This is an optimization exercise on Yosys and OpenROAD, whose aim is small area, a short achievable clock period and few clock cycles, not a production implementation.
The RTL was checked by simulation tests, not by an equivalence proof against the original design.
Power is estimated from default activity; no workload was simulated.

**design/flow/design.v**
```verilog
module rsb_fieldmap (
    input  wire [7:0] fid,
    output reg  [3:0] freg,
    output reg  [3:0] flo
);
    always @* begin
        case (fid)
            8'h00, 8'h01:                               freg = 4'h0;
            8'h02, 8'h03, 8'h04:                        freg = 4'h1;
            8'h05, 8'h06, 8'h07, 8'h08, 8'h09, 8'h0A,
            8'h0B, 8'h0C, 8'h0D:                        freg = 4'h2;
            8'h0E, 8'h0F:                               freg = 4'h3;
            8'h10, 8'h11, 8'h12, 8'h13, 8'h14, 8'h15,
            8'h16, 8'h17, 8'h18:                        freg = 4'h4;
            8'h19, 8'h1A, 8'h1B, 8'h1C:                 freg = 4'h5;
            8'h1D, 8'h1E, 8'h1F, 8'h20, 8'h21:          freg = 4'h6;
            8'h22, 8'h23:                               freg = 4'h7;
            8'h24, 8'h25, 8'h26, 8'h27, 8'h28, 8'h29,
            8'h2A, 8'h2B:                               freg = 4'hA;
            8'h2C, 8'h2D, 8'h2E, 8'h2F:                 freg = 4'hB;
            8'h30:                                      freg = 4'hC;
            8'h31:                                      freg = 4'hD;
            8'h32:                                      freg = 4'hE;
            default:                                    freg = 4'hF;
        endcase
        case (fid)
            8'h00: flo = 4'd12;
            8'h01: flo = 4'd0;
            8'h02: flo = 4'd10;
            8'h03: flo = 4'd6;
            8'h04: flo = 4'd0;
            8'h05: flo = 4'd15;
            8'h06: flo = 4'd14;
            8'h07: flo = 4'd13;
            8'h08: flo = 4'd11;
            8'h09: flo = 4'd10;
            8'h0A: flo = 4'd9;
            8'h0B: flo = 4'd8;
            8'h0C: flo = 4'd6;
            8'h0D: flo = 4'd0;
            8'h0E: flo = 4'd15;
            8'h0F: flo = 4'd0;
            8'h10: flo = 4'd15;
            8'h11: flo = 4'd14;
            8'h12: flo = 4'd12;
            8'h13: flo = 4'd11;
            8'h14: flo = 4'd10;
            8'h15: flo = 4'd6;
            8'h16: flo = 4'd4;
            8'h17: flo = 4'd2;
            8'h18: flo = 4'd0;
            8'h19: flo = 4'd8;
            8'h1A: flo = 4'd6;
            8'h1B: flo = 4'd4;
            8'h1C: flo = 4'd0;
            8'h1D: flo = 4'd14;
            8'h1E: flo = 4'd12;
            8'h1F: flo = 4'd8;
            8'h20: flo = 4'd4;
            8'h21: flo = 4'd0;
            8'h22: flo = 4'd15;
            8'h23: flo = 4'd14;
            8'h24: flo = 4'd15;
            8'h25: flo = 4'd14;
            8'h26: flo = 4'd13;
            8'h27: flo = 4'd12;
            8'h28: flo = 4'd11;
            8'h29: flo = 4'd9;
            8'h2A: flo = 4'd8;
            8'h2B: flo = 4'd0;
            8'h2C: flo = 4'd14;
            8'h2D: flo = 4'd12;
            8'h2E: flo = 4'd10;
            8'h2F: flo = 4'd0;
            8'h30: flo = 4'd0;
            8'h31: flo = 4'd0;
            8'h32: flo = 4'd0;
            8'h33: flo = 4'd0;
            default: flo = 4'd0;
        endcase
    end
endmodule
module rsb_cmddec (
    input  wire [31:0] cmd,
    output reg  [2:0]  cls
);
    wire [7:0] op  = cmd[31:24];
    wire [7:0] a   = cmd[23:16];
    wire       a0  = (a == 8'h0);
    wire       d0  = (cmd[15:0] == 16'h0);
    wire       ah0 = (a[7:4] == 4'h0);
    wire       fv  = (a < 8'h34);
    always @* begin
        case (op)
            8'h10:                   cls = {ah0 && d0, 1'b0, ah0 && d0};
            8'h11:                   cls = {ah0, 2'b00};
            8'h12:                   cls = {fv && d0, 1'b0, fv && d0};
            8'h13:                   cls = {fv, 2'b00};
            8'h20, 8'h21, 8'h30, 8'h31, 8'h33:
                                     cls = {a0 && d0, a0 && d0, 1'b0};
            8'h32, 8'h42, 8'h43, 8'h44:
                                     cls = {a0 && d0, 1'b0, a0 && d0};
            8'h40, 8'h41:            cls = {d0, 2'b00};
            default:                 cls = 3'b000;
        endcase
    end
endmodule
module fm_rsb (
    input  wire        clk,
    input  wire        rst,
    input  wire        cmd_valid,
    output wire        cmd_ready,
    input  wire [31:0] cmd,
    output reg         rsp_valid,
    output wire [31:0] rsp,
    output reg         bus_req,
    output reg  [1:0]  bus_op,
    output reg  [7:0]  bus_wdata,
    output reg         bus_rnack,
    input  wire        bus_done,
    input  wire        bus_ack,
    input  wire [7:0]  bus_rdata,
    output reg         dly_req,
    output reg  [9:0]  dly_ms,
    input  wire        dly_done
);
    localparam [1:0] B_BEGIN = 2'd0, B_WRITE = 2'd1, B_READ = 2'd2, B_END = 2'd3;
    function [15:0] fread(input [7:0] a, input [15:0] w);
        begin
            case (a)
            8'h00: fread = {12'h0, w[15:12]};
            8'h01: fread = {4'h0, w[11:0]};
            8'h02: fread = {10'h0, w[15:10]};
            8'h03: fread = {12'h0, w[9:6]};
            8'h04: fread = {10'h0, w[5:0]};
            8'h05: fread = {15'h0, w[15:15]};
            8'h06: fread = {15'h0, w[14:14]};
            8'h07: fread = {15'h0, w[13:13]};
            8'h08: fread = {15'h0, w[11:11]};
            8'h09: fread = {15'h0, w[10:10]};
            8'h0A: fread = {15'h0, w[9:9]};
            8'h0B: fread = {15'h0, w[8:8]};
            8'h0C: fread = {15'h0, w[6:6]};
            8'h0D: fread = {15'h0, w[0:0]};
            8'h0E: fread = {15'h0, w[15:15]};
            8'h0F: fread = {6'h0, w[9:0]};
            8'h10: fread = {15'h0, w[15:15]};
            8'h11: fread = {15'h0, w[14:14]};
            8'h12: fread = {15'h0, w[12:12]};
            8'h13: fread = {15'h0, w[11:11]};
            8'h14: fread = {15'h0, w[10:10]};
            8'h15: fread = {14'h0, w[7:6]};
            8'h16: fread = {14'h0, w[5:4]};
            8'h17: fread = {14'h0, w[3:2]};
            8'h18: fread = {14'h0, w[1:0]};
            8'h19: fread = {8'h0, w[15:8]};
            8'h1A: fread = {14'h0, w[7:6]};
            8'h1B: fread = {14'h0, w[5:4]};
            8'h1C: fread = {12'h0, w[3:0]};
            8'h1D: fread = {14'h0, w[15:14]};
            8'h1E: fread = {14'h0, w[13:12]};
            8'h1F: fread = {15'h0, w[8:8]};
            8'h20: fread = {12'h0, w[7:4]};
            8'h21: fread = {12'h0, w[3:0]};
            8'h22: fread = {15'h0, w[15:15]};
            8'h23: fread = {15'h0, w[14:14]};
            8'h24: fread = {15'h0, w[15:15]};
            8'h25: fread = {15'h0, w[14:14]};
            8'h26: fread = {15'h0, w[13:13]};
            8'h27: fread = {15'h0, w[12:12]};
            8'h28: fread = {15'h0, w[11:11]};
            8'h29: fread = {14'h0, w[10:9]};
            8'h2A: fread = {15'h0, w[8:8]};
            8'h2B: fread = {8'h0, w[7:0]};
            8'h2C: fread = {14'h0, w[15:14]};
            8'h2D: fread = {14'h0, w[13:12]};
            8'h2E: fread = {14'h0, w[11:10]};
            8'h2F: fread = {6'h0, w[9:0]};
            8'h30: fread = w;
            8'h31: fread = w;
            8'h32: fread = w;
            8'h33: fread = w;
            default: fread = 16'h0;
            endcase
        end
    endfunction
    function [15:0] fshl(input [3:0] lo, input [15:0] d);
        begin
            case (lo)
            4'd0: fshl = (d << 0) & 16'hFFFF;
            4'd2: fshl = (d << 2) & 16'h000C;
            4'd4: fshl = (d << 4) & 16'h00F0;
            4'd6: fshl = (d << 6) & 16'h03C0;
            4'd8: fshl = (d << 8) & 16'hFF00;
            4'd9: fshl = (d << 9) & 16'h0600;
            4'd10: fshl = (d << 10) & 16'hFC00;
            4'd11: fshl = (d << 11) & 16'h0800;
            4'd12: fshl = (d << 12) & 16'hF000;
            4'd13: fshl = (d << 13) & 16'h2000;
            4'd14: fshl = (d << 14) & 16'hC000;
            4'd15: fshl = (d << 15) & 16'h8000;
            default: fshl = 16'h0;
            endcase
        end
    endfunction
    wire [15:0] xw [0:15];         
    reg        bs_lo;              
    reg        be_lo;              
    reg [1:0]  spc;                
    reg        pwr_on;             
    reg        rdy;                
    reg        lr;                 
    reg [3:0]  ph;                 
    reg        ex;                 
    reg [31:0] cq;                 
    reg        rsp_ok;
    reg [15:0] rsp_d;
    assign cmd_ready = rdy;
    assign rsp = {rsp_ok, 15'h0, rsp_d};
    reg [3:0]  ptr;                
    reg [3:0]  flo_q;              
    reg        lo;                 
    reg [3:0]  st;                 
    reg        start_q;            
    reg        srd;                
    reg        aph;                
    reg [1:0]  code;               
    reg        mw_go;              
    reg [1:0]  mwg;
    wire [7:0]  op = cq[31:24];
    wire [7:0]  a  = cq[23:16];
    wire [15:0] d  = cq[15:0];
    wire [15:0] rword = xw[ptr];
    wire       idle    = !(ex && x_read) && !lr;    
    wire       acc     = idle && cmd_valid;
    wire [2:0] icls;
    rsb_cmddec u_dec (.cmd(cmd), .cls(icls));
    wire       i_legal = icls[2];
    wire       i_long  = icls[1];
    wire       i_fast  = !(icls[1] || icls[0]);    
    reg  x_legal, x_long, x_read;          
    wire c_rdw   = (op == 8'h10) && x_legal;
    wire c_wrw   = (op == 8'h11) && x_legal;
    wire c_rdf   = (op == 8'h12) && x_legal;
    wire c_wrf   = (op == 8'h13) && x_legal;
    wire c_pwrup = (op == 8'h30) && x_legal;
    wire c_pwrdn = (op == 8'h31) && x_legal;
    wire c_rdpwr = (op == 8'h32) && x_legal;
    wire c_start = (op == 8'h33) && x_legal;
    wire c_band  = (op == 8'h40) && x_legal;
    wire c_space = (op == 8'h41) && x_legal;
    wire c_rdbs  = (op == 8'h42) && x_legal;
    wire c_rdbe  = (op == 8'h43) && x_legal;
    wire c_rdsp  = (op == 8'h44) && x_legal;
    reg [15:0] sdata;
    always @* begin
        sdata = 16'h0;
        if (c_rdw)   sdata = rword;
        if (c_rdf)   sdata = fread(a, rword);
        if (c_rdpwr) sdata = {14'h0, pwr_on, pwr_on};
        if (c_rdbs)  sdata = bs_lo ? 16'd7600 : 16'd8750;
        if (c_rdbe)  sdata = be_lo ? 16'd9000 : 16'd10800;
        if (c_rdsp)  sdata = (spc == 2'd0) ? 16'd20 : (spc == 2'd1) ? 16'd10 : 16'd5;
    end
    function [1:0] skind(input [3:0] s);    
        case (s)
            4'd0, 4'd2, 4'd5, 4'd8, 4'd10: skind = 2'd0;
            4'd4, 4'd7, 4'd12:             skind = 2'd2;
            default:                       skind = 2'd1;
        endcase
    endfunction
    function [9:0] sms(input [3:0] s);
        case (s)
            4'd4:    sms = 10'd500;
            4'd7:    sms = 10'd110;
            default: sms = 10'd10;
        endcase
    endfunction
    function [2:0] smw(input [3:0] s);      
        case (s)
            4'd3:    smw = 3'b100;
            4'd6:    smw = 3'b101;
            4'd11:   smw = 3'b110;
            4'd9:    smw = 3'b111;
            default: smw = 3'b000;
        endcase
    endfunction
    wire [3:0] i_s0 = !cmd[28] ? {3'b000, cmd[24]} : (cmd[25:24] == 2'b01) ? 4'd10 : 4'd2;
    wire       s_last = (st == 4'd0) || (st == 4'd1) || (st == 4'd9) || (st == 4'd12) ||
                        ((st == 4'd7) && !start_q);
    wire [3:0] s_nx   = st + 4'd1;
    wire [1:0] n_kind = skind(s_nx);
    wire [2:0] n_mw   = smw(s_nx);
    wire bd       = bus_done && (ph != 4'b0000);
    wire dd       = dly_done && dly_req;
    wire step_end = (bus_done && ph[3]) || dd;
    wire launch   = step_end && !s_last;
    wire finish   = step_end && s_last;
    wire [51:0] fsel;                          
    genvar gf;
    generate
        for (gf = 0; gf < 52; gf = gf + 1) begin : g_fsel
            assign fsel[gf] = ex && c_wrf && (a == gf);
        end
    endgenerate
    wire [15:0] fen [0:15];
    assign fen[0] = {fsel[0], fsel[0], fsel[0], fsel[0], fsel[1], fsel[1], fsel[1], fsel[1], fsel[1], fsel[1], fsel[1], fsel[1], fsel[1], fsel[1], fsel[1], fsel[1]};
    assign fen[1] = {fsel[2], fsel[2], fsel[2], fsel[2], fsel[2], fsel[2], fsel[3], fsel[3], fsel[3], fsel[3], fsel[4], fsel[4], fsel[4], fsel[4], fsel[4], fsel[4]};
    assign fen[2] = {fsel[5], fsel[6], fsel[7], 1'b0, fsel[8], fsel[9], fsel[10], fsel[11], 1'b0, fsel[12], 1'b0, 1'b0, 1'b0, 1'b0, 1'b0, fsel[13]};
    assign fen[3] = {fsel[14], 1'b0, 1'b0, 1'b0, 1'b0, 1'b0, fsel[15], fsel[15], fsel[15], fsel[15], fsel[15], fsel[15], fsel[15], fsel[15], fsel[15], fsel[15]};
    assign fen[4] = {fsel[16], fsel[17], 1'b0, fsel[18], fsel[19], fsel[20], 1'b0, 1'b0, fsel[21], fsel[21], fsel[22], fsel[22], fsel[23], fsel[23], fsel[24], fsel[24]};
    assign fen[5] = {fsel[25], fsel[25], fsel[25], fsel[25], fsel[25], fsel[25], fsel[25], fsel[25], fsel[26], fsel[26], fsel[27], fsel[27], fsel[28], fsel[28], fsel[28], fsel[28]};
    assign fen[6] = {fsel[29], fsel[29], fsel[30], fsel[30], 1'b0, 1'b0, 1'b0, fsel[31], fsel[32], fsel[32], fsel[32], fsel[32], fsel[33], fsel[33], fsel[33], fsel[33]};
    assign fen[7] = {fsel[34], fsel[35], 1'b0, 1'b0, 1'b0, 1'b0, 1'b0, 1'b0, 1'b0, 1'b0, 1'b0, 1'b0, 1'b0, 1'b0, 1'b0, 1'b0};
    assign fen[8] = {1'b0, 1'b0, 1'b0, 1'b0, 1'b0, 1'b0, 1'b0, 1'b0, 1'b0, 1'b0, 1'b0, 1'b0, 1'b0, 1'b0, 1'b0, 1'b0};
    assign fen[9] = {1'b0, 1'b0, 1'b0, 1'b0, 1'b0, 1'b0, 1'b0, 1'b0, 1'b0, 1'b0, 1'b0, 1'b0, 1'b0, 1'b0, 1'b0, 1'b0};
    assign fen[10] = {fsel[36], fsel[37], fsel[38], fsel[39], fsel[40], fsel[41], fsel[41], fsel[42], fsel[43], fsel[43], fsel[43], fsel[43], fsel[43], fsel[43], fsel[43], fsel[43]};
    assign fen[11] = {fsel[44], fsel[44], fsel[45], fsel[45], fsel[46], fsel[46], fsel[47], fsel[47], fsel[47], fsel[47], fsel[47], fsel[47], fsel[47], fsel[47], fsel[47], fsel[47]};
    assign fen[12] = {fsel[48], fsel[48], fsel[48], fsel[48], fsel[48], fsel[48], fsel[48], fsel[48], fsel[48], fsel[48], fsel[48], fsel[48], fsel[48], fsel[48], fsel[48], fsel[48]};
    assign fen[13] = {fsel[49], fsel[49], fsel[49], fsel[49], fsel[49], fsel[49], fsel[49], fsel[49], fsel[49], fsel[49], fsel[49], fsel[49], fsel[49], fsel[49], fsel[49], fsel[49]};
    assign fen[14] = {fsel[50], fsel[50], fsel[50], fsel[50], fsel[50], fsel[50], fsel[50], fsel[50], fsel[50], fsel[50], fsel[50], fsel[50], fsel[50], fsel[50], fsel[50], fsel[50]};
    assign fen[15] = {fsel[51], fsel[51], fsel[51], fsel[51], fsel[51], fsel[51], fsel[51], fsel[51], fsel[51], fsel[51], fsel[51], fsel[51], fsel[51], fsel[51], fsel[51], fsel[51]};
    wire        rd_wr = bus_done && ph[2];         
    wire [15:0] wd = ph[2] ? {bus_rdata, bus_rdata} : fshl(flo_q, d);
    genvar gi;
    generate
        for (gi = 0; gi < 16; gi = gi + 1) begin : g_word
            reg [15:0] w;
            assign xw[gi] = w;
            wire       wsel = (ptr == gi);
            wire       b_hi = (rd_wr && wsel && !lo) || (ex && c_wrw && a[3:0] == gi);
            wire       b_lo = (rd_wr && wsel &&  lo) || (ex && c_wrw && a[3:0] == gi);
            wire [15:0] en  = {{8{b_hi}}, {8{b_lo}}} | fen[gi];
            integer    b;
            always @(posedge clk) begin
                for (b = 0; b < 16; b = b + 1)
                    if (en[b]) w[b] <= wd[b];
                if (mw_go) begin
                    case (mwg)
                        2'd0: if (gi == 7) w[15] <= 1'b1;            
                        2'd1: if (gi == 2) begin                      
                                  w[0]  <= 1'b1;
                                  w[6]  <= 1'b0;
                                  w[14] <= 1'b0;
                              end
                        2'd2: begin                                   
                                  if (gi == 7) w[14] <= 1'b1;         
                                  if (gi == 4) w[5:0] <= 6'h0;        
                                  if (gi == 2) begin                  
                                      w[0]  <= 1'b1;
                                      w[6]  <= 1'b1;
                                      w[14] <= 1'b1;
                                  end
                              end
                        default: begin                                
                                  if (gi == 5) w[15:4] <= 12'h191;    
                                  if (gi == 6) w[7:0] <= 8'h48;       
                                  if (gi == 2) w[10] <= 1'b0;         
                              end
                    endcase
                end
            end
        end
    endgenerate
    wire [3:0] cmd_freg, cmd_flo;
    rsb_fieldmap u_fmap (.fid(cmd[23:16]), .freg(cmd_freg), .flo(cmd_flo));
    always @(posedge clk) begin
        cq      <= cmd;
        x_legal <= i_legal;
        x_long  <= i_long;
        x_read  <= icls[0];
        if (rst) begin
            rdy       <= 1'b1;
            lr        <= 1'b0;
            ph        <= 4'b0000;
            ex        <= 1'b0;
            rsp_valid <= 1'b0;
            bus_req   <= 1'b0;
            dly_req   <= 1'b0;
            mw_go     <= 1'b0;
            pwr_on    <= 1'b0;
            bs_lo     <= 1'b0;
            be_lo     <= 1'b0;
            spc       <= 2'd1;
        end else begin
            ex        <= acc;
            rsp_valid <= (ex && x_read) || finish || (acc && i_fast);
            mw_go     <= 1'b0;
            if (acc && !i_fast) rdy <= 1'b0;
            if (acc && i_long) begin
                lr      <= 1'b1;
                bus_req <= 1'b1;
                bus_op  <= B_BEGIN;
                ph      <= 4'b0001;
            end
            if (ex) begin
                if (c_band) begin
                    if (a == 8'd0) begin bs_lo <= 1'b0; be_lo <= 1'b0; end
                    if (a == 8'd1) begin bs_lo <= 1'b1; be_lo <= 1'b0; end
                    if (a == 8'd2) begin bs_lo <= 1'b1; be_lo <= 1'b1; end
                end
                if (c_space && a < 8'd3) spc <= a[1:0];
                if (c_start) begin bs_lo <= 1'b0; be_lo <= 1'b0; spc <= 2'd1; end
                if (c_pwrup || c_start) pwr_on <= 1'b1;
                if (c_pwrdn) pwr_on <= 1'b0;
                if (x_read) rdy <= 1'b1;
            end
            if (finish) begin
                rdy <= 1'b1;
                lr  <= 1'b0;
            end
            if (bd) begin
                if (ph[0]) begin
                    bus_op    <= B_WRITE;
                    ph        <= 4'b0010;
                    bus_wdata <= {7'h10, srd};
                    aph       <= 1'b1;
                    ptr       <= srd ? 4'hA : 4'h2;
                    lo        <= 1'b0;
                end
                if (ph[1]) begin
                    aph <= 1'b0;
                    if (!bus_ack) begin
                        bus_op <= B_END;
                        ph     <= 4'b1000;
                        if (st == 4'd1) code <= aph ? 2'd1 : (lo ? 2'd2 : 2'd3);
                    end else if (aph && srd) begin
                        bus_op    <= B_READ;
                        ph        <= 4'b0100;
                        bus_rnack <= 1'b0;
                    end else if (!aph && ptr == 4'd8) begin
                        bus_op <= B_END;
                        ph     <= 4'b1000;
                    end else begin
                        bus_wdata <= lo ? rword[7:0] : rword[15:8];
                        lo        <= !lo;
                        if (lo) ptr <= ptr + 4'd1;
                    end
                end
                if (ph[2]) begin
                    if (ptr == 4'd9 && lo) begin bus_op <= B_END; ph <= 4'b1000; end
                    bus_rnack <= (ptr == 4'd9);
                    lo        <= !lo;
                    if (lo) ptr <= ptr + 4'd1;
                end
                if (ph[3]) begin                 
                    bus_req <= 1'b0;
                    ph      <= 4'b0000;
                end
            end
            if (dd) dly_req <= 1'b0;
            if (launch) begin
                st <= s_nx;
                if (n_kind == 2'd2) begin
                    dly_req <= 1'b1;
                    dly_ms  <= sms(s_nx);
                end else begin
                    bus_req <= 1'b1;
                    bus_op  <= B_BEGIN;
                    ph      <= 4'b0001;
                    srd     <= (n_kind == 2'd0);
                end
                mw_go <= n_mw[2];
                mwg   <= n_mw[1:0];
            end
            if (ex && x_long) begin
                start_q <= c_start;
                code    <= 2'd0;
            end
        end
        if (idle) begin
            st    <= i_s0;
            srd   <= (i_s0 != 4'd1);
            ptr   <= cmd[25] ? cmd_freg : cmd[19:16];
            flo_q <= cmd[25] ? cmd_flo : 4'd0;
        end
    end
    always @(posedge clk) begin
        if (ex && x_read) begin
            rsp_ok <= 1'b1;
            rsp_d  <= sdata;
        end else if (finish) begin
            rsp_ok <= 1'b1;
            rsp_d  <= {14'h0, code};
        end else begin
            rsp_ok <= i_legal;
            rsp_d  <= 16'h0;
        end
    end
endmodule
```
**design/flow/flow/run.sh**
```bash
#!/bin/bash
# Standard layout, except: port buffers are plain buffers (buf_2) instead of the
# delay cells the default pick gives, and timing repair aims at a setup slack
# margin well above the one the clock period alone asks for, so that it sizes
# the critical paths. make's output goes to standard.log.
set -euo pipefail
bash standard.sh "BUFFER_PORTS_ARGS=-buffer_cell sky130_fd_sc_hd__buf_2" \
    SETUP_SLACK_MARGIN=6.8 finish > standard.log 2>&1
```
**design/flow/standard.sh**
```bash
#!/bin/bash
# synth_recipe.tcl (not shown) runs the flow's synth.tcl, then flattens the netlist and writes it again
# the make line also repeats each setting of config.mk as NAME=value (left out here)
make -C /OpenROAD-flow-scripts/flow DESIGN_CONFIG=/design/flow/config.mk WORK_HOME=/design/flow/orfs CLKGATE_MAP_FILE= SYNTH_SCRIPT=/design/flow/synth_recipe.tcl "${@:-finish}"
```
**design/flow/config.mk**
```make
export PLATFORM = sky130hd
export DESIGN_NAME = fm_rsb
export DESIGN_NICKNAME = fm_rsb
export VERILOG_FILES = /design/flow/design.v
export SDC_FILE = /design/flow/constraint.sdc
export NUM_CORES = 4
export LEC_CHECK = 0
export CAP_MARGIN = 20
export CORE_MARGIN = 2
export CORE_UTILIZATION = 40
export CTS_BUF_LIST = sky130_fd_sc_hd__clkbuf_8
export CTS_CLUSTER_DIAMETER = 80
export CTS_CLUSTER_SIZE = 16
export SLEW_MARGIN = 20
export SYNTH_HIERARCHICAL = 1
```
**design/flow/constraint.sdc**
```tcl
create_clock -name core_clock -period 10.0 [get_ports {clk}]
set_input_delay 2.0000 -clock core_clock [delete_from_list [all_inputs] [get_ports {clk}]]
set_output_delay 2.0000 -clock core_clock [all_outputs]
set_load 0.01 [all_outputs]
```
==> metrics.md, run 1 <==
| Metric | Value |
|---|---|
| Status | `complete, no violations` |
| Worst path required time | `8.00 ns` |
| Post-route ant nets | `0` |
| Worst-path fanout max | `1` |
| I/O Buffers | `85` |
| P&R area growth vs syn | `11.6%` |
| Most frequently used flop master after synthesis | `edfxtp_1` |
| Fin nets | `1783` |
| Total stage count of the critical path | `1` |
| Cell depth of the worst hold path | `2` |
| Critical path startpoint category | `flip-flop` |
| CTS tree | `built` |
| Multi-input logic area | `0.00762 mm^2` |
| Aggregate global routing overflow | `0` |
| Vias in the first global route | `13276` |
| Synth Register Bits | `358` |
| Max stage delay on crit path | `0.47 ns` |
| Worst R2R Setup Slack | `6.75 ns` |
| Worst-path clk slew | `0.11 ns` |
| Worst reg2reg path depth | `11` |
| Number of synthesized flops with an enable pin | `258` |
| Final setup fails | `0` |
| ANT cells | `0` |
| Total track usage | `0.255` |
| Filler cells | `4232` |
| Crit-path cells | `buf_2` |
| Initial core utilization | `0.404` |
| Worst-skew pair later-pin latency | `0.66 ns` |
| Drt wl/cell | `27.0 um` |
| Hold wc startpoint | `g_word[5].w[12]` |
| Slew HR | `0.262` |
| Top cell family by delay on the critical path | `flip-flops` |
| Fraction of registers with async set/reset | `0` |
| Power Dens Cells | `142 mW/mm^2` |
| Worst vdd ir | `0.0914 mV` |
| Die height | `215 um` |
| Hold/Removal Path Class | `flip-flop to flip-flop` |
| Post-route minimum period | `3.28 ns` |
| CTS buffer count | `27` |
| Row count | `77` |
| Root buf cell | `clkbuf_8` |
| Most frequent cells in the layout | `edfxtp_1 (258), nor2_1 (151), nand2_1 (139)` |
| Reg2reg end | `rsp_d[1]` |
| First-pass GRT wire length | `88.9 mm` |
| Clk_skew | `0.0419 ns` |
| Final WS setup | `6.72 ns` |
| # hold bufs at CTS | `0` |
| Total Wirelength | `62.6 mm` |
| Total Power | `2.82 mW` |
| R2R Path Start | `ptr[0]` |
| IO Pins | `103` |
| DR vias/cell | `6.22` |
| CTS H-tree depth | `1` |
| Static leakage | `7.05 nW` |
| Full die area | `0.0462 mm^2` |
| DR DRC count | `0` |
| Worst Setup End Kind | `primary output` |
| Largest net degree at the start of global routing | `56` |
| Share of layout cells above drive strength 1 | `0.169` |
| DRT Pass-1 Iters | `6` |
| 1st-iter DRT viols | `2023` |
| Post-synthesis cell type count | `107` |
| CTS Sinks | `358` |
| DP Worst Slack | `6.07 ns` |
| Fin. max-slew vios | `0` |
| Gate Count Post-Synth | `1647` |
| Register area | `0.00975 mm^2` |
| Initial antenna violation count | `0` |
| Routability cong. | `0.955` |
| CP arrival | `1.28 ns` |
| Core area | `0.0440 mm^2` |
| CP max stage cell | `edfxtp_1` |
| Count of final hold-check violations | `0` |
| Synth Area per Inst | `10.8 um^2` |
| Vias | `14445` |
| TNS Setup | `0 ns` |
| Critical path type | `flip-flop to primary output` |
| Hold path endpoint | `g_word[5].w[12]` |
| Post-DP HPWL | `42.1 mm` |
| Worst Tran Pin Value | `1.11 ns` |
| Post-Syn Area | `0.0178 mm^2` |
| Post-synthesis sequential area ratio | `0.548` |
| RSZ-0062 raised after global routing | `yes` |
| Max cap viols | `0` |
| Final worst path period share | `0.328` |
| Most common cell after layout, fill and taps aside | `edfxtp_1` |
| Number of buffers and inverters on the critical path | `1` |
| Yosys warning total | `9` |
| Die Span X | `215 um` |
| Clk buf depth | `3` |
| Max frequency | `305 MHz` |
through the flow:
step	hold WS [ns]	utilization	instance area, um^2	cells
finish	0.500	0.451	19800	2322
floorplan	0.444	-	18100	1663
global route	0.524	0.451	19800	2322
CTS	0.497	0.440	19400	2296
detailed placement	0.470	0.426	18800	2242
global placement	0.457	0.426	18800	2242
cells by family (layout without fill, tap and decap cells):
group,Yosys count,in the layout,share of synthesized area
AND/OR/NAND/NOR,541,541,0.151
AO/OA/AOI/OAI,466,466,0.183
flip-flops,358,358,0.548
buffers and inverters,170,237,0.0502
multiplexers,81,81,0.0478
adder cells (fa/ha/maj),27,27,0.0189
XOR/XNOR,3,3,0.00148
other,1,17,0.000211
what timing repair did:
action / 4_1_cts / 5_1_grt
resized for setup: 25 / 34
setup endpoints to repair: 47 / 75
pin swaps: 5 / 11
buffers inserted: 6 / 21
cloned: 0 / 5
Yosys stat by module, one instance, submodules excluded:
module | flops+latches | times used | cells inside | cell area [um^2]
fm_rsb | 358 | 1 | 1525 | 16900
rsb_fieldmap | 0 | 1 | 91 | 667
rsb_cmddec | 0 | 1 | 31 | 209
synthesized netlist by cell type (6+ instances only):
cell / n / area share
a211o_1: 6 / 0.0030
a211oi_1: 11 / 0.0046
a21oi_1: 82 / 0.023
a221o_1: 7 / 0.0039
a221oi_1: 16 / 0.0079
a22o_1: 14 / 0.0069
a22oi_1: 37 / 0.016
a31oi_1: 25 / 0.0088
a32oi_1: 13 / 0.0064
and2_1: 15 / 0.0053
and3_1: 15 / 0.0053
buf_2: 25 / 0.0070
buf_4: 29 / 0.012
buf_6: 15 / 0.0095
clkbuf_1: 48 / 0.010
dfxtp_1: 100 / 0.11
edfxtp_1: 258 / 0.44
ha_1: 26 / 0.018
inv_1: 44 / 0.0093
mux2_2: 8 / 0.0051
mux2i_1: 70 / 0.039
nand2_1: 141 / 0.030
nand2b_1: 23 / 0.0081
nand3_1: 53 / 0.015
nand3b_1: 10 / 0.0042
nand4_1: 12 / 0.0042
nor2_1: 152 / 0.032
nor2b_1: 24 / 0.0084
nor3_1: 28 / 0.0079
nor3b_1: 6 / 0.0025
nor4_1: 13 / 0.0046
o2111ai_1: 8 / 0.0039
o211ai_1: 14 / 0.0059
o21ai_0: 111 / 0.031
o21ai_1: 6 / 0.0017
o22ai_1: 27 / 0.0095
o2bb2ai_1: 7 / 0.0034
o31ai_1: 7 / 0.0030
or2_2: 7 / 0.0025
or3_1: 9 / 0.0032
sequential cells by signal, indices dropped and copies added (netlist names), 4 cells and up:
signal and count:
bus_wdata 8, cq 32, flo_q 4, g_word.w 256
ph 4, ptr 4, rsp_d 16, st 4
how the worst max path moves through the flow:
stage	to	from	slack (ns)
after global placement	rdy	cmd[1]	6.10
after floorplan	rdy	cmd[29]	6.45
after CTS	rsp_d[1]	ptr[2]	6.70
after global routing	rsp_d[1]	ptr[0]	6.63
after detailed placement	g_word[10].w[9]	bus_done	6.07
final	bus_rnack	bus_rnack	6.72
final cells by class:
cell class	instances	area share
clock inverters	19	0.00441
repair buffers	142	0.0531
flip-flops and latches	358	0.491
inverters	47	0.00921
multi-input cells	1135	0.384
well taps	592	0.0373
clock buffers	29	0.0201
report_power, final:
group | internal, mW | switching [mW]
registers | 1.61 | 0.0139
logic | 0.135 | 0.283
clock network | 0.272 | 0.501
total | 2.02 | 0.798
per-layer routing:
metal	part of all wire	global-route usage	up-vias
li1	-	-	6344
met3	0.096	0.0470	154
met5	0	0	-
met1	0.42	0.364	7111
met4	0.039	0.0861	0
met2	0.44	0.390	836
Testbench counts, summed over its fixed seeds: cycles 134,294.
==> inputs of run 2 (changes only) <==
--- a/design/flow/config.mk
+++ b/design/flow/config.mk
@@ -7,7 +7,7 @@
 export LEC_CHECK = 0
 export CAP_MARGIN = 20
 export CORE_MARGIN = 2
-export CORE_UTILIZATION = 40
+export CORE_UTILIZATION = 55
 export CTS_BUF_LIST = sky130_fd_sc_hd__clkbuf_8
 export CTS_CLUSTER_DIAMETER = 80
 export CTS_CLUSTER_SIZE = 16
==> run 2 against run 1 <==
Worst hold slack worse by 0.0066 ns; combinational power rose by 5%; synthesized cell count unchanged; still clean on timing, DRC and antenna; clock power is essentially flat; clock-buffer cell count down 1; via count rose by 1.5%; highest routed layer is now met5; routed wire length up 0.15%; total power is 0.76% higher; critical path depth is the same; critical path type unchanged; largest cell class unchanged; sequential share of layout area grew 0.087 points.
==> metrics.md, run 2 <==
| Metric | Value |
|---|---|
| Status | `complete, no violations` |
| Most frequent cells in the layout | `edfxtp_1 (258), nor2_1 (151), nand2_1 (138)` |
| Post-Syn Area | `0.0178 mm^2` |
| Initial antenna violation count | `1` |
| Vias in the first global route | `13649` |
| Post-synthesis xor/xnor area fraction | `0.00148` |
| Worst Tran Pin Value | `1.11 ns` |
| Max cap viols | `0` |
| Combinational power share | `0.154` |
| P_sw | `816 uW` |
| First-pass GRT wire length | `88.6 mm` |
| IO Pins | `103` |
| Row count | `65` |
| Post-synth top cells | `edfxtp_1 (258), nor2_1 (152), nand2_1 (141)` |
| Number of synthesized flops with an enable pin | `258` |
| P_int | `2.02 mW` |
| Metal3 WL | `6.62 mm` |
| CTS Sinks | `358` |
| CTS buffer count | `27` |
| DR vias/cell | `6.84` |
| Synth area leader | `edfxtp_1` |
| Register bank with the most flops | `g_word.w` |
| Slew HR | `0.258` |
| Final setup fails | `0` |
| Largest family of logic cells by synthesized area | `compound AO/OA/AOI/OAI gates` |
| Vias | `14663` |
| I/O Buffers | `85` |
| Die height | `184 um` |
| Hold path endpoint | `g_word[2].w[0]` |
| Hold wc startpoint | `g_word[2].w[0]` |
| Hold/Removal Path Class | `flip-flop to flip-flop` |
| Largest net degree at the start of global routing | `56` |
| Drt wl/cell | `29.3 um` |
| Power Dens Cells | `143 mW/mm^2` |
| Critical path startpoint category | `flip-flop` |
| Final worst path period share | `0.329` |
| Count leader, synth | `edfxtp_1` |
| Worst-path fanout max | `2` |
| P&R area growth vs syn | `11.4%` |
| CP arrival | `1.29 ns` |
| Clk buf depth | `3` |
| Synth Register Bits | `358` |
| WL met1 | `24.3 mm` |
| R2R Path Start | `ptr[1]` |
| Clock share of power | `0.273` |
| Worst-skew pair later-pin latency | `0.64 ns` |
| Post-route ant nets | `0` |
| Reg2reg end | `rsp_d[0]` |
| Static leakage | `7.14 nW` |
| Yosys warning total | `9` |
| CTS H-tree depth | `1` |
| Crit-path cells | `buf_6` |
| Worst-path clk slew | `0.12 ns` |
| Max frequency | `304 MHz` |
| Highest metal used | `met5` |
| Routability cong. | `0.954` |
| Clk_skew | `0.0239 ns` |
| Full die area | `0.0338 mm^2` |
| Post-synthesis sequential area ratio | `0.548` |
| Met2 WL | `28.8 mm` |
| Fin util | `0.624` |
| Critical path type | `flip-flop to primary output` |
| TNS Setup | `0 ns` |
| Switch share | `0.287` |
| Top flop regs | `g_word.w x256, cq x32, rsp_d x16` |
| Post-synthesis cell type count | `107` |
| Most frequently used flop master after synthesis | `edfxtp_1` |
| Fin. max-slew vios | `0` |
| RSZ-0062 raised after global routing | `yes` |
| Share of layout cells above drive strength 1 | `0.180` |
| Worst Setup End Kind | `primary output` |
| Top-area cell type share of the netlist area | `0.436` |
| Simple-gate area share of the yosys netlist | `0.151` |
| CP max stage cell | `edfxtp_1` |
| Adder-cell share of the synthesized area | `0.0189` |
| Aggregate global routing overflow | `0` |
| Number of buffers and inverters on the critical path | `1` |
| CTS tree | `built` |
| Mux share of post-synthesis cell area | `0.0478` |
| Filler cells | `2600` |
| Worst reg2reg path depth | `11` |
| Worst R2R Setup Slack | `6.73 ns` |
| DRT Pass-1 Iters | `7` |
| Fin nets | `1792` |
| Max reg flops | `256` |
| Sequential fraction of design power | `0.573` |
| 1st-iter DRT viols | `1838` |
| Initial core utilization | `0.561` |
| Post-DP HPWL | `42.1 mm` |
| Total Wirelength | `62.7 mm` |
| ANT cells | `0` |
| Post-route minimum period | `3.29 ns` |
| Cell depth of the worst hold path | `2` |
| Max stage delay on crit path | `0.48 ns` |
| Top cell family by delay on the critical path | `flip-flops` |
| Count of final hold-check violations | `0` |
| # hold bufs at CTS | `0` |
| DR DRC count | `0` |
| Die Span X | `184 um` |
| Area contributors post-synth | `edfxtp_1 (44%), dfxtp_1 (11%), mux2i_1 (3.9%)` |
| Synth Area per Inst | `10.8 um^2` |
| Worst path required time | `8.00 ns` |
| Most common cell after layout, fill and taps aside | `edfxtp_1` |
| Total track usage | `0.354` |
| Root buf cell | `clkbuf_8` |
| Worst vdd ir | `0.129 mV` |
| Fraction of registers with async set/reset | `0` |
| Core area | `0.0317 mm^2` |
| Compound-cell area share of the yosys netlist | `0.183` |
| Gate Count Post-Synth | `1647` |
-- run 2: cell types whose count changed in the layout (fill, tap and decap cells not counted), moves of 3 or more --
cell / before / now
nor2b_1: 20 / 17
buf_2: 82 / 79
nor2b_2: 4 / 7
buf_4: 42 / 49
-- run 2: layout make-up --
| cell class | instances | area [um^2] | share of cell area |
|---|---|---|---|
| Sequential cell | 358 | 9750 | 0.492 |
| Multi-Input combinational cell | 1135 | 7690 | 0.388 |
| Timing Repair Buffer | 151 | 1190 | 0.0599 |
| Tap cell | 402 | 503 | 0.0254 |
| Clock buffer | 28 | 385 | 0.0195 |
| Inverter | 47 | 186 | 0.00941 |
| Clock inverter | 22 | 105 | 0.00531 |
-- run 2: metal layers --
metal / global-route usage / vias to the layer above
li1: - / 6342
met1: 0.489 / 7187
met2: 0.569 / 951
met3: 0.0471 / 181
met4: 0.143 / 2
met5: 0 / -
-- run 2: what timing repair did --
| item | 4_1_cts | 5_1_grt |
|---|---|---|
| endpoints found under the setup margin | 59 | 67 |
| resized for setup | 39 | 46 |
| buffers inserted | 9 | 29 |
| pin swaps | 7 | 14 |
| cloned | 0 | 7 |
-- run 2: logic make-up after synthesis --
| group | count (synthesis) |
|---|---|
| other | 1 |
| adder cells (fa/ha/maj) | 27 |
| AO/OA/AOI/OAI | 466 |
| flip-flops | 358 |
| buffers and inverters | 170 |
| AND/OR/NAND/NOR | 541 |
| XOR/XNOR | 3 |
| multiplexers | 81 |
-- run 2: per-module statistics from Yosys, one instance, submodules excluded --
module / area, um^2 / cells inside / flops+latches / copies in the design
rsb_fieldmap: 667 / 91 / 0 / 1
rsb_cmddec: 209 / 31 / 0 / 1
fm_rsb: 16900 / 1525 / 358 / 1
-- run 2: per-stage QoR --
step	setup WS [ns]	cells	cell area (um^2)	hold WS, ns	power (mW)
final	6.71	2143	19800	0.493	2.84
after global routing	6.67	2143	19800	0.509	2.90
after CTS	6.69	2107	19200	0.490	2.78
after floorplan	6.45	1663	18100	0.444	1.88
after global placement	5.93	2048	18500	0.457	2.02
after detailed placement	5.90	2048	18500	0.465	2.02
-- run 2: how the worst max path moves through the flow --
stage,start,to,depth (start not counted)
finish,bus_wdata[7],bus_wdata[7],1
detailed placement,ptr[2],rsp_d[1],10
global placement,ptr[2],rsp_d[1],10
floorplan,cmd[29],rdy,7
global route,ptr[1],rsp_d[1],9
CTS,bus_wdata[1],bus_wdata[1],1
-- run 2: power by group through the flow --
| stage | Combinational, mW | Clock, mW | Sequential (mW) |
|---|---|---|---|
| 4_1_cts | 0.377 | 0.775 | 1.63 |
| 3_5_place_dp | 0.356 | 0 | 1.66 |
| 2_1_floorplan | 0.233 | 0 | 1.65 |
| 3_3_place_gp | 0.356 | 0 | 1.66 |
| 5_1_grt | 0.452 | 0.821 | 1.63 |
| 6_report | 0.438 | 0.774 | 1.63 |
==> inputs of run 3 (changes only) <==
--- a/design/flow/config.mk
+++ b/design/flow/config.mk
@@ -9,7 +9,7 @@
 export CORE_MARGIN = 2
 export CORE_UTILIZATION = 55
 export CTS_BUF_LIST = sky130_fd_sc_hd__clkbuf_8
-export CTS_CLUSTER_DIAMETER = 80
-export CTS_CLUSTER_SIZE = 16
+export CTS_CLUSTER_DIAMETER = 60
+export CTS_CLUSTER_SIZE = 12
 export SLEW_MARGIN = 20
 export SYNTH_HIERARCHICAL = 1
==> run 3 against run 2 <==
Clock-buffer cell count up 12; critical endpoint is now bus_wdata[2]; critical path type unchanged; worst hold slack worse by 0.0089 ns; flip-flop and latch count unchanged; final area up 1.2%; worst setup slack better by 0.069 ns; first-iteration DRC count up 0.82%; synthesized area unchanged; via count up 1.2%; critical path depth unchanged; final cell count up 0.56%; die area unchanged; largest cell class unchanged; sequential power about the same.
==> metrics.md, run 3 <==
| Metric | Value |
|---|---|
| Status | `complete, no violations` |
| Number of synthesized flops with an enable pin | `258` |
| Hold path endpoint | `dly_req` |
| I/O Buffers | `85` |
| GRT met3 Usage | `0.0525` |
| Post-DP HPWL | `42.1 mm` |
| CTS buffer count | `39` |
| Share of layout cells above drive strength 1 | `0.192` |
| Initial antenna violation count | `0` |
| Worst-path clk slew | `0.08 ns` |
| Aggregate global routing overflow | `0` |
| Core area | `0.0317 mm^2` |
| Fraction of registers with async set/reset | `0` |
| Max frequency | `311 MHz` |
| TNS Setup | `0 ns` |
| Clk_skew | `0.0574 ns` |
| CP arrival | `1.22 ns` |
| DR vias/cell | `6.89` |
| Vias | `14843` |
| Critical path startpoint category | `flip-flop` |
| Slew HR | `0.269` |
| Fin nets | `1798` |
| Power Dens Cells | `150 mW/mm^2` |
| R2R Path Start | `ptr[1]` |
| Fin. max-slew vios | `0` |
| Max stage delay on crit path | `0.48 ns` |
| Post-route minimum period | `3.22 ns` |
| Max cap viols | `0` |
| Vias in the first global route | `13885` |
| DP Worst Slack | `5.90 ns` |
| Crit-path cells | `buf_6` |
| Top cell family by delay on the critical path | `flip-flops` |
| Worst R2R Setup Slack | `6.78 ns` |
| First-pass GRT wire length | `88.7 mm` |
| RSZ-0062 raised after global routing | `yes` |
| Die Span X | `184 um` |
| CP max stage cell | `edfxtp_1` |
| Worst-path fanout max | `2` |
| DRT Pass-1 Iters | `6` |
| Post-synthesis cell type count | `107` |
| Cell depth of the worst hold path | `1` |
| M2 GR Usage | `0.565` |
| Reg2reg end | `rsp_d[1]` |
| Final WS setup | `6.78 ns` |
| Synth area leader | `edfxtp_1` |
| Clk buf depth | `3` |
| Row count | `65` |
| Count leader, synth | `edfxtp_1` |
| Most common cell after layout, fill and taps aside | `edfxtp_1` |
| Drt wl/cell | `29.1 um` |
| Worst-skew pair later-pin latency | `0.62 ns` |
| Post-Syn Area | `0.0178 mm^2` |
| Most frequent cells in the layout | `edfxtp_1 (258), nor2_1 (149), nand2_1 (138)` |
| Root buf cell | `clkbuf_8` |
| CTS H-tree depth | `2` |
| Worst Tran Pin Value | `1.10 ns` |
| Full die area | `0.0338 mm^2` |
| Max reg flops | `256` |
| Top-area cell type share of the netlist area | `0.436` |
| Area contributors post-synth | `edfxtp_1 (44%), dfxtp_1 (11%), mux2i_1 (3.9%)` |
| Filler cells | `2602` |
| Total placed instance area | `0.0185 mm^2` |
| Fin util | `0.632` |
| Total Wirelength | `62.7 mm` |
| Initial core utilization | `0.561` |
| IO Pins | `103` |
| Final setup fails | `0` |
| Routability cong. | `0.954` |
| Total Power | `3.01 mW` |
| Worst Setup End Kind | `primary output` |
| Fin area | `0.0200 mm^2` |
| Final std cells w/o fill | `2155` |
| Static leakage | `7.23 nW` |
| ANT cells | `0` |
| DR DRC count | `0` |
| Met1 Resource Use GR | `0.484` |
| Most frequently used flop master after synthesis | `edfxtp_1` |
| Worst vdd ir | `0.0830 mV` |
| Gate Count Post-Synth | `1647` |
| CTS Sinks | `358` |
| Total track usage | `0.355` |
| Synth Area per Inst | `10.8 um^2` |
| GR peak layer | `met2` |
| Worst reg2reg path depth | `11` |
| Die height | `184 um` |
| P&R area growth vs syn | `12.7%` |
| Yosys warning total | `9` |
| Post-synthesis sequential area ratio | `0.548` |
| 1st-iter DRT viols | `1853` |
| Synth Register Bits | `358` |
| Placed Cells | `2048` |
| Register bank with the most flops | `g_word.w` |
| Top flop regs | `g_word.w x256, cq x32, rsp_d x16` |
| Number of buffers and inverters on the critical path | `1` |
| Hold Slack | `0.485 ns` |
| Hold wc startpoint | `dly_req` |
| Count of final hold-check violations | `0` |
| Final worst path period share | `0.322` |
| Critical path type | `flip-flop to primary output` |
| Worst path required time | `8.00 ns` |
| Post-synth top cells | `edfxtp_1 (258), nor2_1 (152), nand2_1 (141)` |
| Hold/Removal Path Class | `flip-flop to flip-flop` |
| CTS tree | `built` |
| Largest net degree at the start of global routing | `56` |
| Post-route ant nets | `0` |
-- run 3: cell counts after synthesis --
Identical to the previous run, type by type.
-- run 3: cell families (layout without fill, tap and decap cells) --
group | Yosys count | count (layout) | synth area share
fa+ha+maj | 27 | 27 | 0.0189
compound gates | 466 | 466 | 0.183
simple gates | 541 | 541 | 0.151
buf+inv | 170 | 260 | 0.0502
xor+xnor | 3 | 3 | 0.00148
mux | 81 | 81 | 0.0478
flops | 358 | 358 | 0.548
other cells | 1 | 17 | 0.000211
-- run 3: cell type report --
class	count	area, um^2	share of cell area
Sequential cell	358	9750	0.487
Clock inverter	28	158	0.00787
Clock buffer	40	551	0.0275
Timing Repair Buffer	145	1140	0.0571
Multi-Input combinational cell	1135	7740	0.387
Tap cell	402	503	0.0251
Inverter	47	186	0.00930
-- run 3: per-layer routing --
layer / vias to the layer above / part of all wire
li1: 6381 / -
met1: 7297 / 0.39
met2: 973 / 0.46
met3: 192 / 0.10
met4: 0 / 0.051
met5: - / 0
-- run 3: what timing repair did --
action | in CTS | in global routing
cloned | 0 | 6
pin swaps | 10 | 18
gates resized for setup | 47 | 58
hold buffers | 0 | 0
setup endpoints to repair | 43 | 82
setup buffers | 10 | 23
-- run 3: power by group --
part           switching, mW  leakage, nW  internal, mW
combinational          0.297         3.73         0.146
sequential            0.0156         3.09          1.61
clock                  0.554        0.416         0.386
total                  0.866         7.23          2.14
-- run 3: worst register-to-register path, delay by kind of cell (launching register included) --
family | cells | cell delay (ns)
AOI/OAI and AO/OA | 5 | 1.36
adders and majority gates | 1 | 0.20
buffers and inverters | 2 | 0.33
DFF | 1 | 0.50
and+or+nand+nor | 3 | 0.68
-- run 3: modules after synthesis (local to each module, per instance) --
| module | flops+latches | cells | area [um^2] |
|---|---|---|---|
| rsb_cmddec | 0 | 31 | 209 |
| rsb_fieldmap | 0 | 91 | 667 |
| fm_rsb | 358 | 1525 | 16900 |
-- run 3: worst max-delay path by stage --
stage,start,to,slack [ns],cells after the start
global route,ptr[0],rsp_d[1],6.67,11
global placement,ptr[2],rsp_d[1],5.93,10
floorplan,cmd[29],rdy,6.45,7
detailed placement,ptr[2],rsp_d[1],5.90,10
CTS,ptr[2],rsp_d[1],6.75,10
finish,bus_wdata[2],bus_wdata[2],6.78,1
==> inputs of run 4 (changes only) <==
--- a/design/flow/config.mk
+++ b/design/flow/config.mk
@@ -7,7 +7,7 @@
 export LEC_CHECK = 0
 export CAP_MARGIN = 20
 export CORE_MARGIN = 2
-export CORE_UTILIZATION = 55
+export CORE_UTILIZATION = 40
 export CTS_BUF_LIST = sky130_fd_sc_hd__clkbuf_8
 export CTS_CLUSTER_DIAMETER = 60
 export CTS_CLUSTER_SIZE = 12
==> run 4 against run 3 <==
Still clean; final cell count up 8.6%; die area up 37%; first-iteration DRC count up 1.7%; worst setup slack worse by 0.016 ns; critical endpoint is now bus_rnack.
==> metrics.md, run 4 <==
| Metric | Value |
|---|---|
| Status | `complete, no violations` |
| Row count | `77` |
| Worst-path clk slew | `0.08 ns` |
| Core area | `0.0440 mm^2` |
| Most frequently used flop master after synthesis | `edfxtp_1` |
| Post-synthesis sequential area ratio | `0.548` |
| Yosys warning total | `9` |
| ANT cells | `0` |
| Total track usage | `0.257` |
| Max stage delay on crit path | `0.45 ns` |
| Synth Area per Inst | `10.8 um^2` |
| Root buf cell | `clkbuf_8` |
| Max cap viols | `0` |
| Worst Tran Pin Value | `1.08 ns` |
| Die height | `215 um` |
| Die Span X | `215 um` |
| Register bank with the most flops | `g_word.w` |
| Slew HR | `0.277` |
| CTS H-tree depth | `2` |
| Clk_skew | `0.0311 ns` |
| CP arrival | `1.24 ns` |
| Worst Setup End Kind | `primary output` |
| Post-synthesis cell type count | `107` |
| Most frequent cells in the layout | `edfxtp_1 (258), nor2_1 (150), nand2_1 (139)` |
| CTS buffer count | `40` |
| Fin. max-slew vios | `0` |
| TNS Setup | `0 ns` |
| Clk buf depth | `3` |
| DR vias/cell | `6.22` |
| Filler cells | `4202` |
| Post-Syn Area | `0.0178 mm^2` |
| Top flop regs | `g_word.w x256, cq x32, rsp_d x16` |
| Multi-input logic area | `0.00764 mm^2` |
| Post-synth top cells | `edfxtp_1 (258), nor2_1 (152), nand2_1 (141)` |
| Post-DP HPWL | `42.1 mm` |
| Vias | `14552` |
| Static leakage | `7.17 nW` |
| Synth Register Bits | `358` |
| Fraction of registers with async set/reset | `0` |
| Power Dens Cells | `150 mW/mm^2` |
| Full die area | `0.0462 mm^2` |
| CTS Sinks | `358` |
| First-pass GRT wire length | `89.2 mm` |
| I/O Buffers | `85` |
| # hold bufs at CTS | `0` |
| Fin util | `0.456` |
| Worst path required time | `8.00 ns` |
| Worst-path fanout max | `1` |
| RSZ-0062 raised after global routing | `yes` |
| Count leader, synth | `edfxtp_1` |
| Worst vdd ir | `0.0916 mV` |
| Worst-skew pair later-pin latency | `0.62 ns` |
| Share of layout cells above drive strength 1 | `0.177` |
| Max reg flops | `256` |
| Critical path type | `flip-flop to primary output` |
| 1st-iter DRT viols | `1884` |
| Top-area cell type share of the netlist area | `0.436` |
| Crit-path cells | `buf_2` |
| CTS tree | `built` |
| Critical path startpoint category | `flip-flop` |
| Largest net degree at the start of global routing | `56` |
| Number of buffers and inverters on the critical path | `1` |
| Final setup fails | `0` |
| DR DRC count | `0` |
| Fin nets | `1791` |
| Area contributors post-synth | `edfxtp_1 (44%), dfxtp_1 (11%), mux2i_1 (3.9%)` |
| Final worst path period share | `0.324` |
| Total Wirelength | `62.6 mm` |
| Post-route ant nets | `0` |
| Top cell family by delay on the critical path | `flip-flops` |
| Initial antenna violation count | `1` |
| P&R area growth vs syn | `13.0%` |
| Initial core utilization | `0.404` |
| CP max stage cell | `edfxtp_1` |
| IO Pins | `103` |
| Register area | `0.00975 mm^2` |
| Routability cong. | `0.955` |
| Vias in the first global route | `13523` |
| Hold/Removal Path Class | `flip-flop to flip-flop` |
| Drt wl/cell | `26.7 um` |
| Count of final hold-check violations | `0` |
| Post-route minimum period | `3.24 ns` |
| Max frequency | `309 MHz` |
| Most common cell after layout, fill and taps aside | `edfxtp_1` |
| Synth area leader | `edfxtp_1` |
| Number of synthesized flops with an enable pin | `258` |
| Gate Count Post-Synth | `1647` |
| Aggregate global routing overflow | `0` |
| DRT Pass-1 Iters | `5` |
[run 4: logic make-up after synthesis]
group,synth area share
AOI/OAI and AO/OA,0.183
xor gates and xnor gates,0.00148
adders and majority gates,0.0189
buffers and inverters,0.0502
DFF,0.548
muxes,0.0478
other,0.000211
and+or+nand+nor,0.151
[run 4: where the power goes]
part | leakage (nW) | switching, mW | internal [mW]
combinational | 3.65 | 0.282 | 0.134
sequential | 3.09 | 0.0135 | 1.61
clock | 0.430 | 0.547 | 0.418
total | 7.17 | 0.842 | 2.16
[run 4: stage by stage]
stage                     cells  power, mW  worst slack [ns]  area (um^2)  hold slack [ns]
after floorplan            1663       1.88              6.45        18100            0.444
after global placement     2242       2.01              6.10        18800            0.457
after detailed placement   2242       2.01              6.07        18800            0.470
after CTS                  2321       2.97              6.72        19700            0.491
after global routing       2341       3.09              6.69        20100            0.518
final                      2341       3.01              6.76        20100            0.491
[run 4: timing repair]
action,4_1_cts,5_1_grt
buffers inserted,7,15
resized for setup,26,39
setup endpoints to repair,46,92
pin swaps,3,17
cloned,0,5
[run 4: path summary, 6_finish.rpt]
| check | startpoint | end | slack [ns] | depth (start not counted) |
|---|---|---|---|---|
| worst max register to register | ptr[0] | bus_wdata[1] | 6.79 | 13 |
| worst min-delay path | g_word[6].w[3] | g_word[6].w[3] | 0.49 | 2 |
| worst min register to register | g_word[6].w[3] | g_word[6].w[3] | 0.49 | 2 |
| worst max-delay path | bus_rnack | bus_rnack | 6.76 | 1 |
[run 4: Yosys stat by module (local to each module, per instance)]
| module | copies in the design | area [um^2] | flip-flops and latches | cells inside |
|---|---|---|---|---|
| fm_rsb | 1 | 16900 | 358 | 1525 |
| rsb_cmddec | 1 | 209 | 0 | 31 |
| rsb_fieldmap | 1 | 667 | 0 | 91 |
[run 4: area by class of cell]
class / count / area share
well taps: 592 / 0.0369
multi-input cells: 1135 / 0.380
clock buffers: 41 / 0.0281
clock inverters: 31 / 0.00928
flip-flops and latches: 358 / 0.485
repair buffers: 137 / 0.0511
inverters: 47 / 0.00909
[run 4: layer usage]
layer / track usage / up-vias / part of all wire
met2: 0.389 / 884 / 0.44
li1: - / 6373 / -
met5: 0 / - / 0.00021
met4: 0.0988 / 2 / 0.041
met3: 0.0546 / 180 / 0.10
met1: 0.361 / 7113 / 0.42
==> inputs of run 5 (changes only) <==
--- a/design/flow/config.mk
+++ b/design/flow/config.mk
@@ -8,7 +8,7 @@
 export CAP_MARGIN = 20
 export CORE_MARGIN = 2
 export CORE_UTILIZATION = 40
-export CTS_BUF_LIST = sky130_fd_sc_hd__clkbuf_8
+export CTS_BUF_LIST = sky130_fd_sc_hd__clkbuf_8 sky130_fd_sc_hd__clkbuf_16
 export CTS_CLUSTER_DIAMETER = 60
 export CTS_CLUSTER_SIZE = 12
 export SLEW_MARGIN = 20
==> run 5 against run 4 <==
Still clean; critical path depth up 3; routed wire length is 1.6% higher; utilization rose by 1.3 points; sequential share of layout area is 1.4 points lower; first-iteration DRC count increased by 0.21%; clock power up 43%; die area is the same; register-to-register slack about the same; combinational power increased by 2%; synthesized area unchanged; clock-buffer cell count is the same; critical endpoint is now g_word[0].w[4].
==> metrics.md, run 5 <==
| Metric | Value |
|---|---|
| Critical path type | `input pin to flip-flop` |
| Clock share of power | `0.402` |
| Switch share | `0.264` |
| Synth Area per Inst | `10.8 um^2` |
| Post-synth top cells | `edfxtp_1 (258), nor2_1 (152), nand2_1 (141)` |
| Power Dens Cells | `166 mW/mm^2` |
| Initial antenna violation count | `2` |
| Full die area | `0.0462 mm^2` |
| Vias in the first global route | `13640` |
| IO Pins | `103` |
| CP max stage cell | `nand2_1` |
| Max stage delay on crit path | `0.43 ns` |
| Final setup fails | `0` |
| Fin nets | `1796` |
| Post-Syn Area | `0.0178 mm^2` |
| Status | `complete, no violations` |
| Fin area | `0.0207 mm^2` |
| Top cell family by delay on the critical path | `simple AND/OR/NAND/NOR gates` |
| Critical path startpoint category | `input pin` |
| Routability cong. | `0.955` |
| Most frequent cells in the layout | `edfxtp_1 (258), nor2_1 (150), nand2_1 (138)` |
| Largest net degree at the start of global routing | `56` |
| Hold/Removal Path Class | `flip-flop to flip-flop` |
| 1st-iter DRT viols | `1888` |
| Worst Tran Pin Value | `1.14 ns` |
| Count of final hold-check violations | `0` |
| Combinational power share | `0.124` |
| Row count | `77` |
| Most common cell after layout, fill and taps aside | `edfxtp_1` |
| P_int | `2.53 mW` |
| Initial core utilization | `0.404` |
| Post-DP HPWL | `42.1 mm` |
| I/O Buffers | `85` |
| Fraction of registers with async set/reset | `0` |
| Clk_skew | `0.0257 ns` |
| Worst-path fanout max | `10` |
| RSZ-0062 raised after global routing | `yes` |
| Die Span X | `215 um` |
| Hold Slack | `0.493 ns` |
| Post-synthesis sequential area ratio | `0.548` |
| DR vias/cell | `6.20` |
| Worst vdd ir | `0.120 mV` |
| Count leader, synth | `edfxtp_1` |
| Most frequently used flop master after synthesis | `edfxtp_1` |
| CTS buffer count | `40` |
| CTS tree | `built` |
| Static leakage | `7.44 nW` |
| DRT Pass-1 Iters | `8` |
| Final worst path period share | `0.321` |
| Sequential fraction of design power | `0.474` |
| DR DRC count | `0` |
| Register bank with the most flops | `g_word.w` |
| Crit-path cells | `buf_2 -> nand2_1 -> or3_1 -> nand2_1` |
| Synth area leader | `edfxtp_1` |
| Cell mode on critical path | `nand2_1` |
| Max cap viols | `0` |
| Total Power | `3.43 mW` |
| CTS H-tree depth | `2` |
| Post-route minimum period | `3.21 ns` |
| Worst-path clk slew | `0.06 ns` |
| Aggregate global routing overflow | `0` |
| Vias | `14549` |
| Share of layout cells above drive strength 1 | `0.182` |
| Post-synthesis cell type count | `107` |
| CP arrival | `3.40 ns` |
| Top-area cell type share of the netlist area | `0.436` |
| Die height | `215 um` |
| Area contributors post-synth | `edfxtp_1 (44%), dfxtp_1 (11%), mux2i_1 (3.9%)` |
| Top flop regs | `g_word.w x256, cq x32, rsp_d x16` |
| Total placed instance area | `0.0188 mm^2` |
| Placed Cells | `2242` |
| CTS Sinks | `358` |
| Worst Setup End Kind | `flip-flop` |
| Post-route ant nets | `0` |
| Gate Count Post-Synth | `1647` |
| Max frequency | `312 MHz` |
| Worst-skew pair later-pin latency | `0.57 ns` |
| Slew HR | `0.240` |
| Number of synthesized flops with an enable pin | `258` |
| Yosys warning total | `9` |
| First-pass GRT wire length | `89.7 mm` |
| Synth Register Bits | `358` |
| Worst path required time | `10.19 ns` |
| Total Wirelength | `63.6 mm` |
| ANT cells | `0` |
| P_sw | `907 uW` |
| Fin. max-slew vios | `0` |
| Core area | `0.0440 mm^2` |
| Max reg flops | `256` |
| Final std cells w/o fill | `2346` |
| Drt wl/cell | `27.1 um` |
| P&R area growth vs syn | `16.3%` |
| Number of buffers and inverters on the critical path | `1` |
| Root buf cell | `clkbuf_16` |
| Clk buf depth | `3` |
| TNS Setup | `0 ns` |
| Total track usage | `0.258` |
-- run 5: cell counts after synthesis --
Identical to the previous run, type by type.
-- run 5: logic make-up after synthesis --
logic type      Yosys count  share of synthesized area
fa+ha+maj                27                     0.0189
compound gates          466                      0.183
buf+inv                 170                     0.0502
xor+xnor                  3                    0.00148
flops                   358                      0.548
mux                      81                     0.0478
simple gates            541                      0.151
other cells               1                   0.000211
-- run 5: per-stage QoR --
step	util	setup slack, ns
detailed placement	0.426	6.07
CTS	0.458	6.70
global placement	0.426	6.10
finish	0.470	6.79
floorplan	-	6.45
global route	0.470	6.67
-- run 5: per-module statistics from Yosys, one instance, submodules excluded --
module | flip-flops and latches | area (um^2) | cells
fm_rsb | 358 | 16900 | 1525
rsb_cmddec | 0 | 209 | 31
rsb_fieldmap | 0 | 667 | 91
-- run 5: area by class of cell --
cell class | instances | area [um^2]
well taps | 592 | 741
fillers | 4132 | 23300
repair buffers | 142 | 1100
multi-input cells | 1135 | 7700
clock inverters | 31 | 189
clock buffers | 41 | 1030
flip-flops and latches | 358 | 9750
inverters | 47 | 183
-- run 5: per-layer routing --
metal | up-vias | routed length, um | GRT usage | share of wire
met3 | 175 | 6850 | 0.0570 | 0.11
met2 | 893 | 27900 | 0.392 | 0.44
li1 | 6382 | - | - | -
met5 | - | 13 | 0 | 0.00020
met4 | 2 | 2460 | 0.100 | 0.039
met1 | 7097 | 26400 | 0.359 | 0.41
-- run 5: power groups by stage --
stage	Sequential [mW]	Clock, mW	Combinational, mW
6_report	1.63	1.38	0.425
5_1_grt	1.63	1.45	0.442
4_1_cts	1.63	1.39	0.362
3_5_place_dp	1.66	0	0.348
3_3_place_gp	1.66	0	0.346
2_1_floorplan	1.65	0	0.233
-- run 5: repair_timing --
item	in CTS	in global routing
cloned	0	7
endpoints found under the setup margin	68	123
setup buffers	8	17
pin swaps	5	15
hold buffers	0	0
gates resized for setup	32	45
-- run 5: worst paths after layout --
kind	startpoint	endpoint	slack [ns]	cells past startpoint
worst max-delay path	bus_done	g_word[0].w[4]	6.79	4
worst min-delay path	g_word[5].w[13]	g_word[5].w[13]	0.49	2
worst max register to register	ptr[0]	rsp_d[0]	6.80	11
worst min register to register	g_word[5].w[13]	g_word[5].w[13]	0.49	2
-- run 5: tightest hold or removal path: cells and delay by family (launching register included) --
kind | cells | cell delay, ns
flops | 1 | 0.32
simple gates | 1 | 0.07
mux | 1 | 0.07

static timing again, ports no longer ideal:
Ports are ideal in the flow. The routed layouts listed here were re-timed in OpenROAD. Step 1 (the two cells are an assumption about what drives the block):
set clk [get_ports {clk}]
set_driving_cell -lib_cell sky130_fd_sc_hd__clkbuf_16 $clk
set_driving_cell -lib_cell sky130_fd_sc_hd__buf_2 [delete_from_list [all_inputs] $clk]
Step 2 adds t to the input delays and takes it off the output delays; t is the mean of the earliest and latest rising clock arrival at the registers after step 1. Input paths then give back, and output paths get back, about the clock's delay inside the block. Slacks: ideal / step 1 / step 2; pairs: ideal / step 1.
run | t, ns | setup WS [ns] | pins driven straight from the clock port
run 1 | 0.697 | 6.719 / 6.662 / 6.131 | 1
run 2 | 0.678 | 6.712 / 6.664 / 6.148 | 1
run 3 | 0.643 | 6.781 / 6.730 / 6.161 | 1
run 4 | 0.661 | 6.765 / 6.708 / 6.184 | 1
run 5 | 0.616 | 6.793 / 6.759 / 6.208 | 1
After both steps every run listed still meets setup and hold. For run 3, which loses most, drivers alone change the setup slack by -0.051 ns; drivers and shift together by -0.620 ns.
